Context: an optimization exercise on an open-source flow, tuned for small area, a short achievable clock period and few clock cycles. The choices shown serve that exercise and are no tape-out recipe.
Where RTL was checked, it was by simulation tests only, not by an equivalence proof against the original.
Only the layout flow was run in run 2; the RTL was not checked for function there.

[flow/design.v]
module simplevm_core (
    input  wire        clk,
    input  wire        rst,           
    output reg         mem_req,
    output reg         mem_we,
    output reg  [11:0] mem_addr,
    output wire [7:0]  mem_wdata,
    input  wire        mem_ready,
    input  wire [7:0]  mem_rdata,
    output reg         out_valid,
    output wire [7:0]  out_byte,
    output wire        halted,
    output wire        faulted,
    output wire [7:0]  exit_code,
    output wire [2:0]  fault_kind,
    output wire [15:0] fault_pc,
    output wire [15:0] fault_word,
    output wire [3:0]  flags
);
    localparam [2:0] F_INVALID_OPCODE  = 3'd3;
    localparam [2:0] F_STACK_OVERFLOW  = 3'd5;
    localparam [2:0] F_STACK_UNDERFLOW = 3'd6;
    localparam [2:0] F_MEMORY_BOUNDS   = 3'd7;
    localparam [3:0] S_HDR0  = 4'd0,
                     S_HDR1  = 4'd1,
                     S_F0    = 4'd2,    
                     S_F1    = 4'd3,    
                     S_PUSH  = 4'd4,
                     S_POP   = 4'd5,
                     S_PRINT = 4'd6,
                     S_FF    = 4'd7,    
                     S_FX2   = 4'd8,    
                     S_FX1   = 4'd9,
                     S_END   = 4'd10;
    localparam [3:0] A_NONE = 4'd0,
                     A_ADD  = 4'd1,
                     A_SUB  = 4'd2,
                     A_MUL  = 4'd3,
                     A_DIV  = 4'd4,    
                     A_DIV2 = 4'd5,    
                     A_CMP  = 4'd6,
                     A_OR   = 4'd7,
                     A_AND  = 4'd8,
                     A_XOR  = 4'd9,
                     A_NOT  = 4'd10,
                     A_MOVI = 4'd11,
                     A_MOVR = 4'd12;
    reg [3:0]  state;
    reg        fault_r;
    reg        ex;        
    reg [7:0]  x [0:15];
    reg [15:0] ma;        
    reg [15:0] ir;
    reg [7:0]  opa;       
    reg [7:0]  opb;       
    reg [3:0]  ek;        
    reg [3:0]  edst;
    reg [11:0] sp;
    reg [12:0] crr;
    reg        f_ov, f_zd, f_nzr, f_lt;
    reg [12:0] pptr;
    reg [2:0]  fkind_r;
    reg [5:0]  drem;
    reg [5:0]  dqh;
    assign halted     = (state == S_END) & ~fault_r;
    assign faulted    = (state == S_END) & fault_r;
    assign exit_code  = opb;
    assign out_byte   = opb;
    assign mem_wdata  = opb;
    assign fault_kind = fkind_r;
    assign fault_pc   = ma;
    assign fault_word = ir;
    assign flags      = {f_lt, f_nzr, f_zd, f_ov};
    wire [3:0] op_a = ir[15:12];
    wire [3:0] op_b = ir[11:8];
    wire [3:0] op_c = ir[7:4];
    wire [3:0] op_d = ir[3:0];
    wire [3:0] rsel = (state == S_F1) ? mem_rdata[3:0] : op_c;
    wire [7:0] xr   = x[rsel];
    wire [8:0]  sum  = {1'b0, opa} + {1'b0, opb};
    wire [8:0]  diff = {1'b0, opa} - {1'b0, opb};
    wire [15:0] prod = opa * opb;
    reg [8:0] da;
    reg [5:0] daq;
    reg [8:0] db;
    reg [1:0] dbq;
    reg [9:0] dt;
    integer k;
    always @(*) begin
        da = 9'd0;
        for (k = 7; k >= 2; k = k - 1) begin
            da = {da[7:0], opa[k]};
            dt = {1'b0, da} - {2'b0, opb};
            daq[k-2] = ~dt[9];
            if (~dt[9]) da = dt[8:0];
        end
        db = {3'd0, drem};
        for (k = 1; k >= 0; k = k - 1) begin
            db = {db[7:0], opa[k]};
            dt = {1'b0, db} - {2'b0, opb};
            dbq[k] = ~dt[9];
            if (~dt[9]) db = dt[8:0];
        end
    end
    reg       we;
    reg [3:0] wa;
    reg [7:0] wd;
    reg       we15;
    wire [7:0] wd15 = db[7:0];
    always @(*) begin
        we = 1'b1; wa = edst; wd = sum[7:0]; we15 = 1'b0;
        case (ek)
            A_ADD:  wd = sum[7:0];
            A_SUB:  wd = diff[7:0];
            A_MUL:  wd = prod[7:0];
            A_DIV2: begin wd = {dqh, dbq}; we15 = 1'b1; end
            A_OR:   wd = opa | opb;
            A_AND:  wd = opa & opb;
            A_XOR:  wd = opa ^ opb;
            A_NOT:  wd = ~opa;
            A_MOVI: wd = ir[7:0];
            A_MOVR: wd = opb;
            default: we = 1'b0;
        endcase
        if (state == S_POP) begin
            we = mem_ready; wa = op_d; wd = mem_rdata;
        end else if (state == S_PRINT) begin
            we = mem_ready & ~pptr[12] & (mem_rdata == 8'd0); wa = 4'd14; wd = 8'd0;
        end
    end
    wire [7:0] xr_fwd = (we15 && rsel == 4'd15) ? wd15 :
                        (we && wa == rsel)      ? wd : xr;
    integer i;
    always @(posedge clk) begin
        if (rst) begin
            for (i = 0; i < 16; i = i + 1) x[i] <= 8'd0;
        end else begin
            for (i = 0; i < 16; i = i + 1)
                if (i == 15 && we15) x[i] <= wd15;
                else if (we && wa == i) x[i] <= wd;
        end
    end
    wire is_ret  = (op_a == 4'h0) & (op_b == 4'h1);
    wire is_jlt  = (op_a == 4'h3);
    wire is_call = (op_a == 4'h5);
    wire is_jmp  = (op_a == 4'h8);
    wire jump = ex & (is_ret | is_call | is_jmp | (is_jlt & f_lt));
    wire [15:0] fa = jump ? (is_ret ? {3'd0, crr} : {4'd0, ir[11:0]}) : ma;
    wire        fa_bad = (fa > 16'd4094);
    reg [3:0] dk;
    always @(*) begin
        dk = A_NONE;
        case (op_a)
            4'h1: case (op_b)
                4'h0: dk = A_ADD;
                4'h1: dk = A_SUB;
                4'h2: dk = A_MUL;
                4'h3: dk = (opb == 8'd0) ? A_NONE : A_DIV;
                4'h4: dk = A_CMP;
                default: ;
            endcase
            4'h2: dk = A_MOVI;
            4'h7: dk = A_MOVR;
            4'h9: case (op_b[1:0])
                2'd0: dk = A_OR;
                2'd1: dk = A_AND;
                2'd2: dk = A_XOR;
                default: dk = A_NOT;
            endcase
            default: ;
        endcase
    end
    wire [3:0] ha = ir[15:12];
    wire [3:0] hb = ir[11:8];
    wire h_invalid = ((ha == 4'h0) & (hb > 4'h1)) |
                     ((ha == 4'h1) & (hb > 4'h4)) |
                     ((ha == 4'h6) & (hb > 4'h1)) |
                     ((ha == 4'h9) & (hb > 4'h3)) |
                     (ha > 4'h9);
    wire h_halt  = (ha == 4'h0) & (hb == 4'h0);
    wire h_push  = (ha == 4'h6) & (hb == 4'h0);
    wire h_pop   = (ha == 4'h6) & (hb == 4'h1);
    wire h_print = (ha == 4'h4);
    wire div_busy = (ek == A_DIV);
    always @(*) begin
        mem_req  = 1'b0;
        mem_we   = 1'b0;
        mem_addr = fa[11:0];
        case (state)
            S_HDR0:  begin mem_req = 1'b1; mem_addr = 12'd0; end
            S_HDR1:  begin mem_req = 1'b1; mem_addr = 12'd1; end
            S_F0:    begin mem_req = ~fa_bad; end
            S_F1:    begin mem_req = ~div_busy; mem_addr = ma[11:0]; end
            S_PUSH:  begin mem_req = 1'b1; mem_we = 1'b1; mem_addr = sp; end
            S_POP:   begin mem_req = 1'b1; mem_addr = pptr[11:0]; end
            S_PRINT: begin mem_req = ~pptr[12]; mem_addr = pptr[11:0]; end
            default: ;
        endcase
    end
    wire done_access = mem_req & mem_ready;
    wire [11:0] sp_step = sp + ((state == S_PUSH) ? 12'hfff : 12'h001);
    wire [12:0] ma_step = ((state == S_F0) ? fa[12:0] : ma[12:0]) +
                          ((state == S_FX1 || state == S_FX2) ? 13'h1fff : 13'h0001);
    always @(posedge clk) begin
        out_valid <= 1'b0;
        if (rst) begin
            state   <= S_HDR0;
            fault_r <= 1'b0;
            ex      <= 1'b0;
            ma      <= 16'd0;
            ir      <= 16'd0;
            opa     <= 8'd0;
            opb     <= 8'd0;
            ek      <= A_NONE;
            edst    <= 4'd0;
            sp      <= 12'd4095;
            crr     <= 13'd0;
            f_ov    <= 1'b0;
            f_zd    <= 1'b0;
            f_nzr   <= 1'b0;
            f_lt    <= 1'b0;
            pptr    <= 13'd0;
            fkind_r <= 3'd0;
            drem    <= 6'd0;
            dqh     <= 6'd0;
        end else begin
            ek <= A_NONE;
            case (ek)
                A_ADD: if (sum[8]) f_ov <= 1'b1;
                A_SUB: if (diff[8]) f_ov <= 1'b1;
                A_MUL: if (prod[15:8] != 8'd0) f_ov <= 1'b1;
                A_CMP: if (diff[8]) f_lt <= 1'b1;
                A_DIV: begin
                    drem <= da[5:0];
                    dqh  <= daq;
                    ek   <= A_DIV2;
                end
                A_DIV2: if (db[7:0] != 8'd0) f_nzr <= 1'b1;
                default: ;
            endcase
            case (state)
                S_HDR0: if (done_access) begin
                    ma[15:8] <= mem_rdata;
                    state    <= S_HDR1;
                end
                S_HDR1: if (done_access) begin
                    ma[7:0] <= mem_rdata;
                    state   <= S_F0;
                end
                S_F0: begin
                    ex <= 1'b0;
                    if (ex) begin
                        ek   <= dk;
                        edst <= (op_a == 4'h2 || op_a == 4'h7) ? op_b : op_c;
                        opa  <= xr;
                        if (op_a == 4'h1 && op_b == 4'h3 && opb == 8'd0) f_zd <= 1'b1;
                        if (is_jlt && f_lt) f_lt <= 1'b0;
                        if (is_call) crr <= ma[12:0];
                    end
                    if (fa_bad) begin
                        ma    <= fa;
                        state <= S_FF;
                    end else if (done_access) begin
                        ir[15:8] <= mem_rdata;
                        ma       <= {3'd0, ma_step};
                        state    <= S_F1;
                    end else begin
                        ma <= fa;
                    end
                end
                S_F1: if (done_access) begin
                    ir[7:0] <= mem_rdata;
                    opb     <= xr_fwd;
                    ma      <= {3'd0, ma_step};
                    if (h_invalid) begin
                        fkind_r <= F_INVALID_OPCODE;
                        state   <= S_FX2;
                    end else if (h_halt) begin
                        state   <= S_END;
                    end else if (h_push) begin
                        if (sp == 12'd0) begin
                            fkind_r <= F_STACK_OVERFLOW;
                            state   <= S_FX2;
                        end else state <= S_PUSH;
                    end else if (h_pop) begin
                        if (sp == 12'd4095) begin
                            fkind_r <= F_STACK_UNDERFLOW;
                            state   <= S_FX2;
                        end else begin
                            pptr  <= {1'b0, sp_step};
                            state <= S_POP;
                        end
                    end else if (h_print) begin
                        pptr  <= {1'b0, ir[11:8], mem_rdata};
                        state <= S_PRINT;
                    end else begin
                        ex    <= 1'b1;
                        state <= S_F0;
                    end
                end
                S_PUSH: if (done_access) begin
                    sp    <= sp_step;
                    state <= S_F0;
                end
                S_POP: if (done_access) begin
                    sp    <= pptr[11:0];
                    state <= S_F0;
                end
                S_PRINT: begin
                    if (pptr[12]) begin
                        fkind_r <= F_MEMORY_BOUNDS;
                        state   <= S_FX2;
                    end else if (done_access) begin
                        if (mem_rdata == 8'd0) begin
                            state <= S_F0;
                        end else begin
                            out_valid <= 1'b1;
                            opb       <= mem_rdata;
                            pptr      <= pptr + 13'd1;
                        end
                    end
                end
                S_FF: if (ek == A_NONE) begin
                    fkind_r <= F_MEMORY_BOUNDS;
                    ir      <= 16'd0;
                    fault_r <= 1'b1;
                    state   <= S_END;
                end
                S_FX2: begin
                    ma    <= {3'd0, ma_step};
                    state <= S_FX1;
                end
                S_FX1: begin
                    ma      <= {3'd0, ma_step};
                    fault_r <= 1'b1;
                    state   <= S_END;
                end
                default: ;
            endcase
        end
    end
endmodule
[flow/run.sh]
#!/bin/bash
# synth_recipe.tcl (not shown) runs the flow's synth.tcl, then flattens the netlist and writes it again
# the make line also repeats each setting of config.mk as NAME=value (left out here)
make -C /OpenROAD-flow-scripts/flow DESIGN_CONFIG=/design/flow/config.mk WORK_HOME=/design/flow/orfs CLKGATE_MAP_FILE= SYNTH_SCRIPT=/design/flow/synth_recipe.tcl finish
[flow/config.mk]
export PLATFORM = sky130hd
export DESIGN_NAME = simplevm_core
export DESIGN_NICKNAME = simplevm_core
export VERILOG_FILES = /design/flow/design.v
export SDC_FILE = /design/flow/constraint.sdc
export NUM_CORES = 4
export LEC_CHECK = 0
export CAP_MARGIN = 20
export CORE_MARGIN = 2
export CORE_UTILIZATION = 40
export SLEW_MARGIN = 20
[flow/constraint.sdc]
create_clock -name core_clock -period 15.0 [get_ports {clk}]
set_input_delay 3.0000 -clock core_clock [delete_from_list [all_inputs] [get_ports {clk}]]
set_output_delay 3.0000 -clock core_clock [all_outputs]
set_load 0.01 [all_outputs]
==> results of run 1 <==
==> final timing paths <==
check / startpoint / slack (ns) / depth (start not counted) / endpoint
worst max register to register: opa[7] / 2.32 / 48 / drem[2]
worst max-delay path: opa[7] / 2.32 / 48 / drem[2]
worst min-delay path: fault_r / 0.47 / 2 / fault_r
worst min register to register: fault_r / 0.47 / 2 / fault_r
==> area by class of cell <==
class,count,area (um2)
Clock buffer,40,850
Clock inverter,15,120
Fill cell,5001,27300
Inverter,128,480
Multi-Input combinational cell,2060,14300
Sequential cell,248,4960
Tap cell,672,841
Timing Repair Buffer,147,1330
==> layer usage <==
metal / global-route usage (%) / up-vias / wire [um]
li1: - / 9325 / -
met1: 36.8 / 9572 / 32500
met2: 44.5 / 901 / 34100
met3: 4.72 / 175 / 5760
met4: 10.8 / 2 / 3160
met5: 0 / - / 12
==> stage by stage <==
stage	utilization [%]	instance area [um2]	hold WS [ns]	worst slack, ns
floorplan	-	20300	0.426	3.72
global placement	43.5	21800	0.450	2.74
detailed placement	43.5	21800	0.453	2.33
CTS	45.5	22800	0.465	2.26
global route	45.5	22800	0.486	1.16
finish	45.5	22800	0.472	2.32
==> worst max-delay path: cells and delay by family (launching register included) <==
kind,cells,cell delay [ns]
AOI/OAI and AO/OA,24,6.92
muxes,2,0.83
DFF,1,0.46
and+or+nand+nor,11,2.01
adders and majority gates,7,1.88
buffers and inverters,4,0.44
==> synthesized netlist by cell type (10+ instances only) <==
cell type | n | area, um2
a211o_1 | 19 | 166
a211oi_1 | 67 | 503
a21o_1 | 31 | 233
a21oi_1 | 171 | 856
a221oi_1 | 24 | 210
a22oi_1 | 30 | 225
a311oi_1 | 13 | 114
a31oi_1 | 26 | 163
and3_1 | 22 | 138
buf_1 | 11 | 41.3
buf_4 | 20 | 150
clkbuf_1 | 135 | 507
dfxtp_1 | 248 | 4960
fa_1 | 47 | 941
ha_1 | 152 | 1900
inv_1 | 124 | 465
mux2_2 | 45 | 507
mux2i_1 | 157 | 1570
nand2_1 | 252 | 946
nand2b_1 | 28 | 175
nand3_1 | 46 | 230
nand4_1 | 17 | 106
nor2_1 | 397 | 1490
nor2b_1 | 26 | 163
nor3_1 | 64 | 320
nor4_1 | 17 | 106
o211ai_1 | 12 | 90.1
o21a_1 | 19 | 143
o21ai_0 | 112 | 561
o22ai_1 | 15 | 93.8
o31ai_1 | 10 | 75.1
o32ai_1 | 10 | 87.6
xnor2_1 | 47 | 412
xor2_1 | 22 | 193
==> sequential cells by signal, indices dropped and copies added (netlist names) <==
name / flops
pptr: 13
out_valid: 1
opb: 8
fault_r: 1
edst: 4
drem: 6
opa: 8
f_nzr: 1
sp: 12
crr: 13
ex: 1
ma: 16
x: 128
f_lt: 1
ir: 16
f_ov: 1
ek: 4
dqh: 6
fkind_r: 3
f_zd: 1
state: 4
==> logic make-up (layout without fill, tap and decap cells) <==
logic type                 after synthesis  in the layout  synth area share [%]
adders and majority gates              199            199                  14.0
DFF                                    248            248                  24.4
buffers and inverters                  302            330                  6.05
and+or+nand+nor                        925            925                  20.1
other                                    1              2                0.0184
AOI/OAI and AO/OA                      661            661                  22.0
xor gates and xnor gates                69             69                  2.97
muxes                                  204            204                  10.4
==> reports/results.txt, run 1 <==
The flow ran to the end and the layout has no timing, DRC or antenna violations. The diode insertion count for antenna repair came out at 0. The logs give 0.0107 ns for the worst clock skew and 1 for the number of antenna violations at the first check in global routing. Among all flip-flop cells after synthesis, the most frequent one is dfxtp_1. The standard-cell row count was 82; the overall die area was 52,700 um2.

For the maximum level of the CTS H-tree, the log shows 1. Setup repair after global routing left no endpoint under its margin. In this run, post-CTS hold repair placed 0 buffers. Counting every instance in the synthesized netlist gives 2,609. In the layout the commonest cells are nor2_1 (391), nand2_1 (252), dfxtp_1 (248), a21oi_1 (171), mux2i_1 (153). Among all stages on the critical path, the largest delay is contributed by a2111oi_4. Setup violations remaining at the end of the flow were counted as 0. The async set-reset flop share out of synthesis was 0%; the setup total negative slack was 0 ns. The worst setup path is captured at a flip-flop. Arrival time reported for the critical path endpoint: 13.15 ns.

Max-cap violations in this run came to 0. In this run the cell area of the synthesized design comes to 20,300 um2. After clock tree synthesis, the clock-pin slew on the worst setup and hold paths is 0.06 ns.

The routed via count divided by cell count is 6.03. The highest net fanout along the worst path came out at 11. The logs give 0.983 for the final weighted congestion in routability-driven placement and 2,825 for the number of nets in the finished design. TritonCTS built the clock tree. In this design, the stage delay of the slowest critical-path cell is 0.70 ns. Yosys mapped a number of flops with a built-in enable equal to 0. After layout, the worst path uses 84.6% of the clock period. The shortest period the worst path allows was 12.68 ns.

Of the synthesized area, sequential elements account for 24.4%. Kind of path behind the tightest hold check: reg2reg. The core region is 50,200 um2. Share of cells above drive strength 1: 7.81%. The wire length per cell after detailed routing is 22.8 um. Counting every sink on the clock net gives 248. STA puts the critical path data required time at 15.47 ns.

Once the clock tree was built, the resizer swapped 0 gates to a different size. At the pin with the least slew margin, the transition time is 1.06 ns. Leaving out fill and tap cells, the most frequent cell in the layout is nor2_1.

TritonCTS created 30 clock buffers. Yosys mapped the design onto 91 distinct sky130hd cell types. Counting flops and latches in the post-synthesis netlist gives 248. STA classifies the critical path startpoint as a flip-flop.

The overall overflow remaining after global route was 0. After detailed placement, the design holds a cell count of 3,254. The first global-routing pass estimated 115 mm of wire.

Entering global routing, the biggest net connects 94 pins. The horizontal die dimension works out to 229 um. The overall routed net length was 75.5 mm. By startpoint and endpoint, the worst setup path is classified as reg2reg. For this run, the top clock speed supported by timing is 78.8 MHz.

For this run, design rule violations remaining after detail routing come to 0. The number of warning messages in the yosys log is 2, and the HPWL after detailed placement is 53.5 mm. Number of vias in the routed layout: 20,000. The count of final hold-check violations was 0. Measured along the y axis, the die boundary spans 229 um. The worst pin sits at a relative slew slack of 29.1%.

Across every metal layer, demand over resource in global routing totals 27.6%. For the count of TritonRoute iterations in the first routing pass, the log shows 6. The run gives 0 as the max-slew violation total from the final report. In this run the clock root is driven by a clkbuf_16. The tools report the via count of the first global-routing pass as 19,000.

Once the floorplan was initialized, standard cells occupied 40.5% of the core. The first routing iteration left 1,985 violations. For the count of boundary I/O pins, the log shows 91. The detail route stage leaves a number of antenna-violating nets equal to 0.

For this run, the number of standard cells in the final layout without fillers is 3,310. The area added between synthesis and finish is 12.3%, and the mean instance size in the synthesized netlist is 7.79 um2. The logs give 3 for the maximum count of clock buffers along a single path and 0.58 ns for the clock network latency to the later pin of the worst-skew pair. Post-CTS timing repair inserted 0 buffers for setup.

During placement, the flow inserted port buffers numbering 90. Among the stages of the critical path, the cell type that occurs most often is ha_1.
Testbench counts, summed over its fixed seeds: cycles 107,336.
==> run 2: changes to the inputs <==
--- a/flow/design.v
+++ b/flow/design.v
@@ -38,5 +38,5 @@
                      A_MUL  = 4'd3,
                      A_DIV  = 4'd4,    
-                     A_DIV2 = 4'd5,    
+                     A_DIVS = 4'd5,    
                      A_CMP  = 4'd6,
                      A_OR   = 4'd7,
@@ -46,4 +46,36 @@
                      A_MOVI = 4'd11,
                      A_MOVR = 4'd12;
+    function [9:0] cla9;
+        input [8:0] a;
+        input [8:0] b;
+        input       cin;
+        reg   [8:0] g, p, gg, pp, gn, pn;
+        integer     s, j;
+        begin
+            g = a & b;
+            p = a ^ b;
+            gg = g;
+            gg[0] = g[0] | (p[0] & cin);
+            pp = p;
+            for (s = 1; s < 9; s = s * 2) begin
+                gn = gg;
+                pn = pp;
+                for (j = s; j < 9; j = j + 1) begin
+                    gn[j] = gg[j] | (pp[j] & gg[j-s]);
+                    pn[j] = pp[j] & pp[j-s];
+                end
+                gg = gn;
+                pp = pn;
+            end
+            cla9 = {gg[8], p ^ {gg[7:0], cin}};
+        end
+    endfunction
+    function [2:0] msb8;
+        input [7:0] v;
+        begin
+            msb8 = v[7] ? 3'd7 : v[6] ? 3'd6 : v[5] ? 3'd5 : v[4] ? 3'd4 :
+                   v[3] ? 3'd3 : v[2] ? 3'd2 : v[1] ? 3'd1 : 3'd0;
+        end
+    endfunction
     reg [3:0]  state;
     reg        fault_r;
@@ -61,6 +93,6 @@
     reg [12:0] pptr;
     reg [2:0]  fkind_r;
-    reg [5:0]  drem;
-    reg [5:0]  dqh;
+    reg [7:0]  drem;      
+    reg [2:0]  dcnt;      
     assign halted     = (state == S_END) & ~fault_r;
     assign faulted    = (state == S_END) & fault_r;
@@ -78,41 +110,45 @@
     wire [3:0] rsel = (state == S_F1) ? mem_rdata[3:0] : op_c;
     wire [7:0] xr   = x[rsel];
-    wire [8:0]  sum  = {1'b0, opa} + {1'b0, opb};
-    wire [8:0]  diff = {1'b0, opa} - {1'b0, opb};
-    wire [15:0] prod = opa * opb;
-    reg [8:0] da;
-    reg [5:0] daq;
-    reg [8:0] db;
-    reg [1:0] dbq;
-    reg [9:0] dt;
-    integer k;
-    always @(*) begin
-        da = 9'd0;
-        for (k = 7; k >= 2; k = k - 1) begin
-            da = {da[7:0], opa[k]};
-            dt = {1'b0, da} - {2'b0, opb};
-            daq[k-2] = ~dt[9];
-            if (~dt[9]) da = dt[8:0];
-        end
-        db = {3'd0, drem};
-        for (k = 1; k >= 0; k = k - 1) begin
-            db = {db[7:0], opa[k]};
-            dt = {1'b0, db} - {2'b0, opb};
-            dbq[k] = ~dt[9];
-            if (~dt[9]) db = dt[8:0];
-        end
-    end
+    wire       is_add = (ek == A_ADD);
+    wire [9:0] as     = cla9({1'b0, opa}, {1'b0, is_add ? opb : ~opb}, ~is_add);
+    wire [7:0] asum   = as[7:0];
+    wire       acarry = as[8];           
+    wire [15:0] prod  = opa * opb;
+    wire [2:0] la    = msb8(opa);
+    wire [2:0] lb    = msb8(opb);
+    wire       dz0   = (opa == 8'd0) | (la < lb);         
+    wire       dn0   = (la == lb);                       
+    wire [2:0] dn    = la - lb;
+    wire [15:0] dsh  = {8'd0, opa} << (3'd7 - dn);
+    wire [9:0] dst   = cla9({drem, opa[7]}, {1'b1, ~opb}, 1'b1);
+    wire       dq    = dst[9];
+    wire [7:0] dr    = dq ? dst[7:0] : {drem[6:0], opa[7]};
     reg       we;
     reg [3:0] wa;
     reg [7:0] wd;
     reg       we15;
-    wire [7:0] wd15 = db[7:0];
+    reg [7:0] wd15;
+    reg       div_busy;
     always @(*) begin
-        we = 1'b1; wa = edst; wd = sum[7:0]; we15 = 1'b0;
+        we = 1'b1; wa = edst; wd = asum; we15 = 1'b0; wd15 = opa; div_busy = 1'b0;
         case (ek)
-            A_ADD:  wd = sum[7:0];
-            A_SUB:  wd = diff[7:0];
+            A_ADD, A_SUB: wd = asum;
             A_MUL:  wd = prod[7:0];
-            A_DIV2: begin wd = {dqh, dbq}; we15 = 1'b1; end
+            A_DIV: begin
+                if (dz0) begin
+                    wd = 8'd0; we15 = 1'b1; wd15 = opa;
+                end else if (dn0) begin
+                    wd = {7'd0, acarry}; we15 = 1'b1; wd15 = acarry ? asum : opa;
+                end else begin
+                    we = 1'b0; div_busy = 1'b1;
+                end
+            end
+            A_DIVS: begin
+                if (dcnt == 3'd0) begin
+                    wd = {opa[6:0], dq}; we15 = 1'b1; wd15 = dr;
+                end else begin
+                    we = 1'b0; div_busy = 1'b1;
+                end
+            end
             A_OR:   wd = opa | opb;
             A_AND:  wd = opa & opb;
@@ -182,5 +218,4 @@
     wire h_pop   = (ha == 4'h6) & (hb == 4'h1);
     wire h_print = (ha == 4'h4);
-    wire div_busy = (ek == A_DIV);
     always @(*) begin
         mem_req  = 1'b0;
@@ -191,5 +226,5 @@
             S_HDR1:  begin mem_req = 1'b1; mem_addr = 12'd1; end
             S_F0:    begin mem_req = ~fa_bad; end
-            S_F1:    begin mem_req = ~div_busy; mem_addr = ma[11:0]; end
+            S_F1:    begin mem_req = 1'b1; mem_addr = ma[11:0]; end
             S_PUSH:  begin mem_req = 1'b1; mem_we = 1'b1; mem_addr = sp; end
             S_POP:   begin mem_req = 1'b1; mem_addr = pptr[11:0]; end
@@ -208,10 +243,5 @@
             fault_r <= 1'b0;
             ex      <= 1'b0;
-            ma      <= 16'd0;
-            ir      <= 16'd0;
-            opa     <= 8'd0;
-            opb     <= 8'd0;
             ek      <= A_NONE;
-            edst    <= 4'd0;
             sp      <= 12'd4095;
             crr     <= 13'd0;
@@ -220,21 +250,30 @@
             f_nzr   <= 1'b0;
             f_lt    <= 1'b0;
-            pptr    <= 13'd0;
-            fkind_r <= 3'd0;
-            drem    <= 6'd0;
-            dqh     <= 6'd0;
         end else begin
             ek <= A_NONE;
             case (ek)
-                A_ADD: if (sum[8]) f_ov <= 1'b1;
-                A_SUB: if (diff[8]) f_ov <= 1'b1;
+                A_ADD: if (acarry) f_ov <= 1'b1;
+                A_SUB: if (~acarry) f_ov <= 1'b1;
                 A_MUL: if (prod[15:8] != 8'd0) f_ov <= 1'b1;
-                A_CMP: if (diff[8]) f_lt <= 1'b1;
+                A_CMP: if (~acarry) f_lt <= 1'b1;
                 A_DIV: begin
-                    drem <= da[5:0];
-                    dqh  <= daq;
-                    ek   <= A_DIV2;
+                    if (dz0) begin
+                        if (opa != 8'd0) f_nzr <= 1'b1;
+                    end else if (dn0) begin
+                        if ((acarry ? asum : opa) != 8'd0) f_nzr <= 1'b1;
+                    end else begin
+                        drem <= dsh[15:8];
+                        opa  <= dsh[7:0];
+                        dcnt <= dn;
+                        ek   <= A_DIVS;
+                    end
+                end
+                A_DIVS: begin
+                    drem <= dr;
+                    opa  <= {opa[6:0], dq};
+                    dcnt <= dcnt - 3'd1;
+                    if (dcnt != 3'd0) ek <= A_DIVS;
+                    else if (dr != 8'd0) f_nzr <= 1'b1;
                 end
-                A_DIV2: if (db[7:0] != 8'd0) f_nzr <= 1'b1;
                 default: ;
             endcase
@@ -269,5 +308,5 @@
                     end
                 end
-                S_F1: if (done_access) begin
+                S_F1: if (done_access && !div_busy) begin
                     ir[7:0] <= mem_rdata;
                     opb     <= xr_fwd;
==> run 2 against run 1 <==
Area after synthesis shrank 6.4%. Global-route usage shrank 0.54 points. Synthesized cell count shrank 13%. Utilization shrank 0.15 points. Highest routed layer unchanged. Wire length shrank 9.0%. Die area shrank 6.3%. First-iteration DRC count shrank 6.4%. Cell area shrank 7.1%. Maximum frequency grew 80%.
==> reports/results.txt, run 2 <==
The flow ran to the end and the layout has no timing, DRC or antenna violations. The launch point of the worst path was state[2]. The clock network latency to the later pin of the worst-skew pair came out at 0.59 ns (about the same). The routed via count divided by cell count was 6.24 (+3.4%); the post-detailed-route count of antenna-violating nets was 0 (unchanged). The top-area cell type share of the netlist area works out to 17.7% (-6.7 points).

The worst-margin pin slew works out to 1.08 ns (+0.0223 ns). The fraction of the yosys area taken by sequential cells is 30.1% (+5.7 points). The worst setup path is captured at an output port.

The number of nets in the finished design is 2,415 (-15%). The logs give 0.940 (-4.3%) for the final weighted congestion in routability-driven placement and 1 (unchanged) for the maximum level of the CTS H-tree. For the arrival time reported for the critical path endpoint, the log shows 4.06 ns (-9.09 ns). The tools report the initial standard-cell utilization of the core as 40.7% (+0.19 points). Share of cells above drive strength 1: 6.79% (-1.0 points). The worst register-to-register path ends at x[15][7].

Setup repair after global routing left no endpoint under its margin. Async set-reset flop share out of synthesis: 0% (unchanged). The residual DRC count is 0 (unchanged), and the flip-flop and latch count after synthesis is 247 (-0.40%). The total CTS buffers was 29 (-3.3%); the clock transition at the registers of the reported paths was 0.06 ns (about the same).

The tools report the nature of the critical path startpoint as a flip-flop. The count of hold-fix buffers inserted at cts is 0 (unchanged). The most critical setup path has its endpoint at mem_addr[8]. The tools report the overall overflow remaining after global route as 0 (unchanged).

The number of cells on the worst reg-to-reg path works out to 17 (-65%). Fmax: 142 MHz (+80%). The slowest cell on the critical path is dfxtp_1.

HPWL after detailed placement: 49.3 mm (-7.9%). The mean instance size in the synthesized netlist is 8.37 um2 (+7.4%). The cell class contributing the biggest share of worst-path delay is simple AND/OR/NAND/NOR gates. Cell area after placement: 20,200 um2 (-7.5%). For this run, the leading register cell type out of synthesis is dfxtp_1.

Traced cell by cell, the critical path runs through nand4bb_1 > nand2_1 > a221o_1 > nand2_1 > o21ai_0 > clkdlybuf4s50_1. Worst clock skew: 0.0113 ns (+0.000581 ns). TritonCTS built the clock tree.

The number of flip-flops in the largest register is 128 (unchanged). The final critical-path share of the clock period is 47.0% (-38 points).

The highest net fanout along the worst path is 25 (+14). The number of vias in the routed layout was 18,000 (-9.7%). The first-pass GRT wire length was 105 mm (-8.0%); the count of buffers inserted at the top-level ports was 90 (unchanged).

The run gives 27.9% (-1.2 points) as the headroom to the max-slew limit. The total setup violations reported at the end of the flow was 0 (unchanged); the count of boundary I/O pins was 91 (unchanged). The post-cts resize count was 0 (unchanged); the overall die area was 49,400 um2 (-6.3%).

The overall routed net length is 68.7 mm (-9.0%). The logs give 0.488 ns (+0.0163 ns) for the worst hold slack and 0 (unchanged) for the diode insertion count for antenna repair. The shortest period the worst path allows is 7.06 ns (-5.63 ns). The clock root buffer was clkbuf_16. The cell seen most often among critical-path stages is nand2_1.

The maximum cell stage delay along the critical path was 0.94 ns (+0.24 ns). After synthesis, the cell types taking the most area are dfxtp_1 (18%), edfxtp_1 (12%), ha_1 (6.7%). The library cells used most frequently in the layout, excluding fill and tap cells, are nor2_1 (314), nand2_1 (217), dfxtp_1 (168), a21oi_1 (130), mux2i_1 (116). The run gives 27.1% (-0.54 points) as the global-route total usage across every layer.

Cell area after layout: 21,200 um2 (-7.1%). The logic depth of the worst path, buffers included is 6 (-88%), and the worst slack at placement is 8.65 ns (+6.32 ns). For the count of TritonRoute iterations in the first routing pass, the log shows 7 (+1).

The worst setup margin came out at 7.94 ns (+5.63 ns). The maximum count of clock buffers along a single path came out at 3 (unchanged). The max-slew violation total from the final report was 0 (unchanged). The worst setup path is of the reg2out kind. The setup fix buffers added after clock tree synthesis is 0 (unchanged), and the filler cell count is 4,588 (-8.3%).

The largest registers in the layout are x x128, ir x16, ma x16. The tools report the synthesized area as 19,000 um2 (-6.4%). Counting flops per register, the top entry is x.

Number of enable flip-flop cells after synthesis: 79 (+79). The via count of the first global-routing pass was 17,400 (-8.2%); the reg-to-reg setup timing slack was 9.19 ns (+6.87 ns). The largest area contributor in the netlist is dfxtp_1. Distinct cell type count of the synthesized netlist: 106 (+16%). The core outline area was 46,800 um2 (-6.8%); the standard-cell row count was 79 (-3.7%). In the post-synthesis netlist, the cell with the most instances is nor2_1. The maximum number of pins on one net before global-route repair is 95 (+1.1%).

The run gives 0 (unchanged) as the count of final hold-check violations. The setup total negative slack is 0 ns (unchanged), and the required arrival time at the worst endpoint is 12.00 ns (-3.47 ns). The violation count after the first detailed-route iteration is 1,857 (-6.4%), and the area added between synthesis and finish is 11.4%. For the count of mapped cells out of synthesis, the log shows 2,274 (-13%).

Kind of path behind the tightest hold check: reg2reg. The horizontal die dimension is 222 um (-3.2%), and the number of antenna violations at the first check in global routing is 2 (+1). The floorplan die height came out at 222 um (-3.2%). Reported max-cap violation count: 0 (unchanged). The most common cell after layout, fill and taps aside is nor2_1. The count of buffer and inverter cells on the critical path was 1 (-3); the number of sinks driven by the clock tree was 247 (-0.40%). The run gives 2 (unchanged) as the number of warning messages in the yosys log. The worst register-to-register path begins at opb[3]. Wire length per cell after detailed routing: 23.8 um (+4.2%). Ranked by instance count, the synthesized netlist is headed by nor2_1 (314), nand2_1 (217), dfxtp_1 (168).
==> run 2: worst min path at each step <==
| stage | from | endpoint | slack (ns) | cells after the start |
|---|---|---|---|---|
| finish | x[11][6] | x[11][6] | 0.49 | 2 |
| global route | x[11][6] | x[11][6] | 0.51 | 2 |
| CTS | x[11][6] | x[11][6] | 0.48 | 2 |
| detailed placement | x[11][6] | x[11][6] | 0.46 | 2 |
| global placement | x[11][6] | x[11][6] | 0.47 | 2 |
| floorplan | x[11][6] | x[11][6] | 0.44 | 2 |
==> run 2: per-stage QoR <==
| step | instances | utilization (%) |
|---|---|---|
| 4_1_cts | 2890 | 45.4 |
| 3_5_place_dp | 2836 | 43.2 |
| 3_3_place_gp | 2835 | 43.2 |
| 6_report | 2891 | 45.4 |
| 2_1_floorplan | 2274 | - |
| 5_1_grt | 2891 | 45.4 |
==> run 2: logic make-up (layout without fill, tap and decap cells) <==
logic type	after synthesis	after routing	synth area share, %
flip-flops	247	247	30.1
buffers and inverters	278	288	6.32
adder cells (fa/ha/maj)	143	143	11.0
multiplexers	132	132	7.22
XOR/XNOR	59	59	2.71
AND/OR/NAND/NOR	810	810	20.3
AO/OA/AOI/OAI	605	605	22.3
==> run 2: worst reg2reg max path: cells and delay by family, from the launching register on <==
kind / cells / cell delay (ns)
xor+xnor: 1 / 0.16
flops: 1 / 0.75
compound gates: 5 / 1.39
fa+ha+maj: 5 / 1.80
buf+inv: 3 / 0.64
simple gates: 3 / 0.93
==> run 2: routing by layer <==
layer | vias to the layer above | share of wire, % | track usage [%]
met3 | 159 | 7.6 | 3.35
li1 | 8256 | - | -
met1 | 8794 | 43 | 37.1
met4 | 2 | 3.7 | 10.1
met2 | 835 | 46 | 43.8
met5 | - | 0.019 | 0
==> run 2: area by class of cell <==
| cell class | instances | area, um2 | share of cell area (%) |
|---|---|---|---|
| clock inverters | 15 | 165 | 0.778 |
| clock buffers | 39 | 827 | 3.90 |
| well taps | 607 | 759 | 3.58 |
| repair buffers | 125 | 1170 | 5.51 |
| flip-flops and latches | 247 | 5740 | 27.0 |
| inverters | 109 | 409 | 1.93 |
| multi-input cells | 1749 | 12200 | 57.3 |
==> run 3: changes to the inputs <==
--- a/flow/design.v
+++ b/flow/design.v
@@ -114,5 +114,16 @@
     wire [7:0] asum   = as[7:0];
     wire       acarry = as[8];           
-    wire [15:0] prod  = opa * opb;
+    reg  [10:0] mlo;
+    reg         mhi;
+    integer m;
+    always @(*) begin
+        mlo = 11'd0;
+        mhi = 1'b0;
+        for (m = 0; m < 8; m = m + 1) begin
+            mlo = mlo + (({3'd0, opa & {8{opb[m]}}} << m) & 11'h0ff);
+            mhi = mhi | (|((opa & {8{opb[m]}}) >> (8 - m)));
+        end
+    end
+    wire        mov = mhi | (|mlo[10:8]);
     wire [2:0] la    = msb8(opa);
     wire [2:0] lb    = msb8(opb);
@@ -134,5 +145,5 @@
         case (ek)
             A_ADD, A_SUB: wd = asum;
-            A_MUL:  wd = prod[7:0];
+            A_MUL:  wd = mlo[7:0];
             A_DIV: begin
                 if (dz0) begin
@@ -167,13 +178,11 @@
     wire [7:0] xr_fwd = (we15 && rsel == 4'd15) ? wd15 :
                         (we && wa == rsel)      ? wd : xr;
+    wire [7:0] wdm   = wd & {8{~rst}};
+    wire [7:0] wd15m = (we15 ? wd15 : wd) & {8{~rst}};
     integer i;
     always @(posedge clk) begin
-        if (rst) begin
-            for (i = 0; i < 16; i = i + 1) x[i] <= 8'd0;
-        end else begin
-            for (i = 0; i < 16; i = i + 1)
-                if (i == 15 && we15) x[i] <= wd15;
-                else if (we && wa == i) x[i] <= wd;
-        end
+        for (i = 0; i < 15; i = i + 1)
+            if (rst || (we && wa == i)) x[i] <= wdm;
+        if (rst || we15 || (we && wa == 4'd15)) x[15] <= wd15m;
     end
     wire is_ret  = (op_a == 4'h0) & (op_b == 4'h1);
@@ -255,5 +264,5 @@
                 A_ADD: if (acarry) f_ov <= 1'b1;
                 A_SUB: if (~acarry) f_ov <= 1'b1;
-                A_MUL: if (prod[15:8] != 8'd0) f_ov <= 1'b1;
+                A_MUL: if (mov) f_ov <= 1'b1;
                 A_CMP: if (~acarry) f_lt <= 1'b1;
                 A_DIV: begin
--- a/flow/config.mk
+++ b/flow/config.mk
@@ -6,4 +6,5 @@
 export NUM_CORES = 4
 export LEC_CHECK = 0
+export ABC_AREA = 1
 export CAP_MARGIN = 20
 export CORE_MARGIN = 2
==> run 3 against run 2 <==
Worst hold slack got worse by 0.0089 ns. Synthesized cell count fell by 3.9%. Sequential cell count did not move. Maximum frequency rose by 4.0%. Non-clock buffer count fell by 12. Clock skew rose by 0.014 ns. Via count fell by 12%. Final cell count fell by 1.1%. Sequential share of layout area rose by 8.6 points. Largest cell class unchanged.
==> reports/results.txt, run 3 <==
Count of buffer and inverter cells on the critical path: 2 (+1). The run gives 0 (unchanged) as the count of final hold-check violations. The highest net fanout along the worst path came out at 16 (-36%). Maximum cell stage delay along the critical path: 0.49 ns (-0.45 ns). The run gives 247 (unchanged) as the number of sinks driven by the clock tree.

Maximum count of clock buffers along a single path: 3 (unchanged). The flip-flop and latch count after synthesis was 247 (unchanged). TritonCTS built the clock tree.

The first-pass GRT wire length is 91.8 mm (-13%). The tools report the category of the worst setup path capture point as an output port. The tools report the required arrival time at the worst endpoint as 12.00 ns (about the same). The worst clock skew is 0.0256 ns (+0.0143 ns). The largest register by flop count was x. The post-cts resize count was 0 (unchanged); the number of enable flip-flop cells after synthesis was 207 (+160%). On the critical path, the stage with the largest delay is an instance of clkdlybuf4s50_1. The residual DRC count is 0 (unchanged), and the headroom to the max-slew limit is 25.4% (-2.4 points).

The logs give 0 (unchanged) for the max-slew violation total from the final report and 0.60 ns (about the same) for the clock network latency to the later pin of the worst-skew pair. Violation count after the first detailed-route iteration: 1,750 (-5.8%). The tools report the arrival time reported for the critical path endpoint as 3.79 ns (-0.27 ns). Traced cell by cell, the critical path runs through inv_1 > ha_1 > nand2_2 > nor2_4 > nor2_2 > nand2_2 > nand2_4 > o21ai_0 > nand2_1 > nor2_1 > nand3_1 > nand3_2 > nand2_4 > clkdlybuf4s50_1. The final critical-path share of the clock period is 45.2% (-1.8 points). The shortest period the worst path allows was 6.79 ns (-0.271 ns). The tools report the hold path startpoint as crr[2]. The global-route total usage across every layer is 27.1% (about the same).

The core outline area came out at 42,900 um2 (-8.3%). The async set-reset flop share out of synthesis was 0% (unchanged). The run finished with no timing, DRC or antenna violations. The synthesized design spends more area on one cell type than any other, namely edfxtp_1. The logs give 0 (unchanged) for the post-detailed-route count of antenna-violating nets and 17,300 um2 (-9.1%) for the synthesized area. The total setup violations reported at the end of the flow is 0 (unchanged).

nand2_1 is the most common cell in the netlist. The area added between synthesis and finish is 13.7%, and the count of hold-fix buffers inserted at cts is 0 (unchanged). The number of cells on the worst reg-to-reg path works out to 20 (+3). The worst-margin pin slew is 1.11 ns (+0.0248 ns).

Overall routed net length: 60.8 mm (-11%). Count of TritonRoute iterations in the first routing pass: 7 (unchanged). The final weighted congestion in routability-driven placement was 0.973 (+3.5%); the worst hold path depth was 2 (unchanged).

The clock transition at the registers of the reported paths is 0.06 ns (about the same). The cell family contributing the most delay on the critical path is simple AND/OR/NAND/NOR gates. The mean instance size in the synthesized netlist is 7.92 um2 (-5.4%), and the standard-cell row count is 76 (-3.8%). The HPWL after detailed placement is 45.9 mm (-7.0%), and the overall die area is 45,000 um2 (-8.9%). Clock tree synthesis selected as its root buffer the cell clkbuf_16. The cell area after placement is 18,700 um2 (-7.5%), and the cell area after layout is 19,700 um2 (-7.3%).

The startpoint identified for the worst register-to-register timing path is opb[0]. The via count of the first global-routing pass is 15,300 (-12%). In the final layout, the registers with the most flip-flops are x x128, ir x16, ma x16. The horizontal die dimension is 212 um (-4.6%). The count of buffers inserted at the top-level ports was 90 (unchanged). The routed via count divided by cell count is 5.56 (-11%).

For the maximum number of pins on one net before global-route repair, the log shows 42 (-56%). The distinct cell type count of the synthesized netlist is 64 (-40%). The type of the setup path with the least slack was reg2out. The most used flip-flop cell after synthesis is edfxtp_1. The number of antenna violations at the first check in global routing is 1 (-1).

Count of mapped cells out of synthesis: 2,185 (-3.9%). The worst slack at placement came out at 8.62 ns (-0.0326 ns).

The top cell types in the final layout, fill and taps aside, are nand2_1 (561), inv_1 (265), nor2_1 (218), edfxtp_1 (207), o21ai_0 (170). The initial standard-cell utilization of the core is 40.4% (-0.37 points). Setup repair after global routing left no endpoint under its margin.

The number of flip-flops in the largest register was 128 (unchanged); the maximum level of the CTS H-tree was 1 (unchanged). The wire length per cell after detailed routing came out at 21.3 um (-10%). The setup fix buffers added after clock tree synthesis came out at 0 (unchanged). Filler cell count: 4,305 (-6.2%).

Leaving out fill and tap cells, the most frequent cell in the layout is nand2_1. For the number of nets in the finished design, the log shows 2,368 (-1.9%). The endpoint identified for the worst register-to-register timing path is x[9][7].

The top-area cell type share of the netlist area works out to 35.9% (+18 points). For the count of boundary I/O pins, the log shows 91 (unchanged). Total CTS buffers: 29 (unchanged). The worst setup margin is 8.21 ns (+0.271 ns).

The path class of the tightest hold or removal check is reg2reg. The run gives 40.5% (+10 points) as the fraction of the yosys area taken by sequential cells. In the post-synthesis netlist, the biggest area contributors are edfxtp_1 (36%), nand2_1 (12%), ha_1 (5.8%). For the reg-to-reg setup timing slack, the log shows 9.40 ns (+0.21 ns). The worst hold path terminates at crr[2].

The share of cells above drive strength 1 works out to 6.03% (-0.76 points). The run gives 0 ns (unchanged) as the setup total negative slack. The reported max-cap violation count was 0 (unchanged); the floorplan die height was 212 um (-4.6%). The commonest cells after synthesis are nand2_1 (561), inv_1 (266), nor2_1 (222). The nature of the critical path startpoint was a flip-flop.

The tools report the fmax as 147 MHz (+4.0%). The run gives 2 (unchanged) as the number of warning messages in the yosys log. The overall overflow remaining after global route is 0 (unchanged), and the number of vias in the routed layout is 15,900 (-12%).
==> run 3: cell count changes after synthesis, moves of 83 or more <==
cell      before  now
mux2i_1      119    4
nor2_1       314  222
o21ai_0       97  180
inv_1        102  266
edfxtp_1      79  207
dfxtp_1      168   40
nand2_1      217  561
==> run 3: per-layer routing <==
metal	routed length (um)	vias up	track usage [%]
met1	25900	7574	36.0
met2	28800	656	45.4
met4	1880	0	9.32
li1	-	7540	-
met5	0	-	0
met3	4210	118	3.81
==> run 3: layout make-up <==
cell class / count / area [um2] / area share (%)
Multi-Input combinational cell: 1581 / 8840 / 44.9
Sequential cell: 247 / 7020 / 35.7
Timing Repair Buffer: 113 / 1070 / 5.46
Inverter: 278 / 1050 / 5.33
Clock buffer: 35 / 748 / 3.80
Tap cell: 585 / 732 / 3.72
Clock inverter: 19 / 216 / 1.10
Antenna cell: 1 / 2.50 / 0.0127
==> run 3: worst max-delay path by stage <==
stage | from | to | cells past startpoint
finish | ir[9] | mem_req | 14
global route | ir[9] | mem_req | 14
CTS | ir[9] | mem_req | 14
detailed placement | mem_rdata[2] | x[12][3] | 10
global placement | mem_rdata[3] | x[4][0] | 10
floorplan | state[2] | mem_addr[8] | 7
==> run 3: cell families (layout without fill, tap and decap cells) <==
logic type / count (synthesis) / count (layout) / synth area share [%]
and+or+nand+nor: 974 / 974 / 23.6
AOI/OAI and AO/OA: 448 / 448 / 15.8
buffers and inverters: 357 / 445 / 8.50
DFF: 247 / 247 / 40.5
adders and majority gates: 107 / 107 / 8.91
xor gates and xnor gates: 48 / 48 / 2.43
muxes: 4 / 4 / 0.231
other: 0 / 1 / 0
==> run 3: stage by stage <==
| stage | utilization (%) | cells | hold WS [ns] |
|---|---|---|---|
| global placement | 43.6 | 2804 | 0.460 |
| global route | 45.9 | 2858 | 0.505 |
| floorplan | - | 2185 | 0.430 |
| detailed placement | 43.6 | 2804 | 0.467 |
| CTS | 45.9 | 2858 | 0.481 |
| finish | 45.9 | 2859 | 0.479 |
==> run 3: worst register-to-register path: stages, from the launching register on <==
cell       delay, ns
edfxtp_1        0.83
nand2_1         0.14
inv_1           0.12
fa_1            0.43
fa_1            0.56
inv_1           0.06
fa_1            0.53
inv_1           0.05
ha_1            0.28
ha_1            0.22
fa_1            0.41
nor2_1          0.11
nand3b_1        0.11
o211ai_1        0.09
a2111oi_0       0.43
nand2_1         0.23
nand2_1         0.10
o21ai_0         0.22
inv_1           0.12
nor2_1          0.05
buf_4           0.22
Testbench counts of run 3, summed over its fixed seeds: cycles 108,018.
==> run 4: changes to the inputs <==
==> flow/flow/run.sh (new file) <==
#!/bin/bash
# Standard layout; timing repair aims for extra setup slack so that the
# critical paths get sized for speed even though the clock is met.
bash standard.sh SETUP_SLACK_MARGIN=9.5 finish > standard.log 2>&1
==> flow/standard.sh (new file) <==
#!/bin/bash
# synth_recipe.tcl (not shown) runs the flow's synth.tcl, then flattens the netlist and writes it again
# the make line also repeats each setting of config.mk as NAME=value (left out here)
make -C /OpenROAD-flow-scripts/flow DESIGN_CONFIG=/design/flow/config.mk WORK_HOME=/design/flow/orfs CLKGATE_MAP_FILE= SYNTH_SCRIPT=/design/flow/synth_recipe.tcl "${@:-finish}"
removed: flow/run.sh
==> run 4 against run 3 <==
Still clean. Utilization rose by 3.1 points. Area after synthesis did not move. Clock-buffer cell count did not move. Final cell count rose by 3.6%. Largest cell class unchanged.
==> reports/results.txt, run 4 <==
The flip-flop and latch count after synthesis is 247 (unchanged). The maximum cell stage delay along the critical path works out to 1.09 ns (+0.60 ns). The headroom to the max-slew limit came out at 22.6% (-2.8 points). The logs give 40.5% (unchanged) for the fraction of the yosys area taken by sequential cells and 9.15 ns (+0.937 ns) for the worst setup margin. The cell seen most often among critical-path stages was buf_4. The tools report the category of the worst setup path capture point as a flip-flop. The tools report the max-slew violation total from the final report as 0 (unchanged). The post-detailed-route count of antenna-violating nets was 0 (unchanged); the via count of the first global-routing pass was 16,000 (+4.2%).

The horizontal die dimension was 212 um (unchanged); the initial standard-cell utilization of the core was 40.4% (unchanged). The number of flip-flops in the largest register works out to 128 (unchanged). For the count of final hold-check violations, the log shows 0 (unchanged). The maximum count of clock buffers along a single path came out at 3 (unchanged). The clock transition at the registers of the reported paths is 0.07 ns (about the same). Worst slack at placement: 8.62 ns (unchanged). On the critical path, the stage with the largest delay is an instance of dfxtp_1. The reported max-cap violation count came out at 0 (unchanged). Most common cell after layout, fill and taps aside: nand2_1. The top-area cell type share of the netlist area works out to 35.9% (unchanged).

The tools report the fmax as 171 MHz (+16%). The worst register-to-register path begins at ex. The run gives 0.60 ns (about the same) as the clock network latency to the later pin of the worst-skew pair.

The number of enable flip-flop cells after synthesis is 207 (unchanged). The violation count after the first detailed-route iteration was 1,921 (+9.8%); the area added between synthesis and finish was 21.4%. The tools report the total setup violations reported at the end of the flow as 0 (unchanged). The number of vias in the routed layout is 16,500 (+4.0%), and the highest net fanout along the worst path is 15 (-1). For the worst hold slack, the log shows 0.481 ns (+0.00210 ns).

The tools report the worst clock skew as 0.0240 ns (-0.00157 ns). TritonCTS built the clock tree. The flow ran to the end and the layout has no timing, DRC or antenna violations. The register with the most flip-flops in the final layout is x.

The floorplan die height came out at 212 um (unchanged). The residual DRC count is 0 (unchanged). The nature of the critical path startpoint was a flip-flop. The tools report the count of boundary I/O pins as 91 (unchanged). The largest area contributor in the netlist was edfxtp_1.

The HPWL after detailed placement came out at 45.9 mm (unchanged). The kind of path behind the tightest hold check is reg2reg.

The share of cells above drive strength 1 is 14.5% (+8.5 points), and the core outline area is 42,900 um2 (unchanged). In the final layout, the registers with the most flip-flops are x x128, ir x16, ma x16. The setup total negative slack is 0 ns (unchanged). The most used flip-flop cell after synthesis is edfxtp_1. Mean instance size in the synthesized netlist: 7.92 um2 (unchanged). Arrival time reported for the critical path endpoint: 6.18 ns (+2.39 ns).

The number of antenna violations at the first check in global routing is 0 (-1). The diode insertion count for antenna repair came out at 0 (-1). The tools report the hold path startpoint as fault_r. The count of mapped cells out of synthesis was 2,185 (unchanged); the count of TritonRoute iterations in the first routing pass was 7 (unchanged). The synthesized area was 17,300 um2 (unchanged). The launch point of the worst path was ex. CTS placed an instance of clkbuf_16 at the clock tree root. For the distinct cell type count of the synthesized netlist, the log shows 64 (unchanged).

The top cell types in the final layout, fill and taps aside, are nand2_1 (526), inv_1 (259), edfxtp_1 (207), nor2_1 (206), o21ai_0 (152). The wire length per cell after detailed routing is 21.4 um (+0.51%). Setup repair after global routing could not meet its margin everywhere.

After synthesis, the most frequently instantiated cells are nand2_1 (561), inv_1 (266), nor2_1 (222). Overall routed net length: 63.3 mm (+4.1%). The maximum number of pins on one net before global-route repair is 42 (unchanged). The shortest period the worst path allows is 5.85 ns (-0.937 ns).

The run gives 45,000 um2 (unchanged) as the overall die area. The run gives 0 (unchanged) as the overall overflow remaining after global route. The final weighted congestion in routability-driven placement was 0.973 (unchanged). The routed via count divided by cell count was 5.58 (+0.45%). The critical path is of the reg2reg type. The number of warning messages in the yosys log is 2 (unchanged). The maximum level of the CTS H-tree is 1 (unchanged). nand2_1 is the most common cell in the netlist. Worst-margin pin slew: 1.16 ns (+0.0523 ns). The final critical-path share of the clock period came out at 39.0% (-6.2 points). The number of nets in the finished design is 2,471 (+4.3%).

The count of buffers inserted at the top-level ports came out at 90 (unchanged). The standard-cell row count is 76 (unchanged). After synthesis, the cell types taking the most area are edfxtp_1 (36%), nand2_1 (12%), ha_1 (5.8%).

The required arrival time at the worst endpoint is 15.33 ns (+3.33 ns), and the number of sinks driven by the clock tree is 247 (unchanged). The run gives 95.0 mm (+3.5%) as the first-pass GRT wire length. The async set-reset flop share out of synthesis works out to 0% (unchanged).

The total CTS buffers was 29 (unchanged). For the global-route total usage across every layer, the log shows 27.9% (+0.82 points).
-- run 4: path summary, 6_finish.rpt --
check / to / slack (ns) / cells past startpoint
worst min register to register: fault_r / 0.48 / 2
worst min-delay path: fault_r / 0.48 / 2
worst max-delay path: ma[8] / 9.15 / 38
worst max register to register: ma[8] / 9.15 / 38
-- run 4: per-layer routing --
| metal | up-vias | part of all wire [%] | track usage, % |
|---|---|---|---|
| li1 | 7756 | - | - |
| met1 | 7877 | 42 | 37.1 |
| met2 | 760 | 47 | 47.1 |
| met3 | 136 | 6.9 | 3.07 |
| met4 | 0 | 3.6 | 10.2 |
| met5 | - | 0 | 0 |
-- run 4: cell families (layout without fill, tap and decap cells) --
| group | after synthesis | in the layout | synth area share, % |
|---|---|---|---|
| AOI/OAI and AO/OA | 448 | 448 | 15.8 |
| xor gates and xnor gates | 48 | 48 | 2.43 |
| adders and majority gates | 107 | 107 | 8.91 |
| buffers and inverters | 357 | 546 | 8.50 |
| DFF | 247 | 247 | 40.5 |
| muxes | 4 | 4 | 0.231 |
| and+or+nand+nor | 974 | 976 | 23.6 |
-- run 4: final cells by class --
class                   count  area (um2)
well taps                 585         732
inverters                 278        1060
multi-input cells        1583        9370
repair inverters            2        12.5
clock inverters            19         216
fillers                  4185       21900
clock buffers              35         748
repair buffers            212        1860
flip-flops and latches    247        7020
-- run 4: repair_timing --
action                                  4_1_cts  5_1_grt
hold buffers                                  0        0
buffers inserted                             81       17
endpoints found under the hold margin         0        0
pin swaps                                    20       31
resized for setup                           115      115
cloned                                        4        1
endpoints found under the setup margin      150      152
-- run 4: worst max-delay path: cells and delay by family, from the launching register on --
kind / cells / cell delay (ns)
AOI/OAI and AO/OA: 1 / 0.10
DFF: 1 / 1.09
buffers and inverters: 29 / 3.37
and+or+nand+nor: 8 / 1.00
-- run 4: metrics by stage --
stage                     cell area (um2)  cells  utilization, %
after CTS                           20500   2943            47.8
after global routing                21000   2961            49.0
after global placement              18700   2804            43.6
after floorplan                     17300   2185               -
after detailed placement            18700   2804            43.6
final                               21000   2961            49.0

==> static timing again, ports no longer ideal <==
Ports are ideal in the flow. The routed layouts listed here were re-timed in OpenROAD. Step 1 sets driving cells, clkbuf_16 on the clock port and buf_2 on the other inputs (assumed; they add their load-dependent delay and slew). Step 2 adds t to the input delays and takes it off the output delays; t is the mean of the earliest and latest rising clock arrival at the registers after step 1. Input paths then give back, and output paths get back, about the clock's delay inside the block. Three values: no drivers, after step 1, after step 2; two values: the first two.
| run | t (ns) | slack for setup (ns) | hold slack, ns | worst setup path after step 2 | worst data-port slew with drivers (ns) |
|---|---|---|---|---|---|
| run 1 | 0.632 | 2.315 / 2.315 / 2.315 | 0.472 / 0.472 / 0.472 | register to register | 0.05 |
| run 2 | 0.643 | 7.944 / 7.889 / 8.532 | 0.488 / 0.488 / 0.488 | register to output | 0.06 |
| run 3 | 0.645 | 8.215 / 8.159 / 8.649 | 0.479 / 0.479 / 0.479 | input to register | 0.03 |
| run 4 | 0.643 | 9.152 / 9.131 / 8.879 | 0.481 / 0.481 / 0.481 | input to register | 0.03 |
After both steps every run listed still meets setup and hold. The setup slack of run 4, which loses most, moves by -0.021 ns with the drivers and by -0.273 ns with both steps.
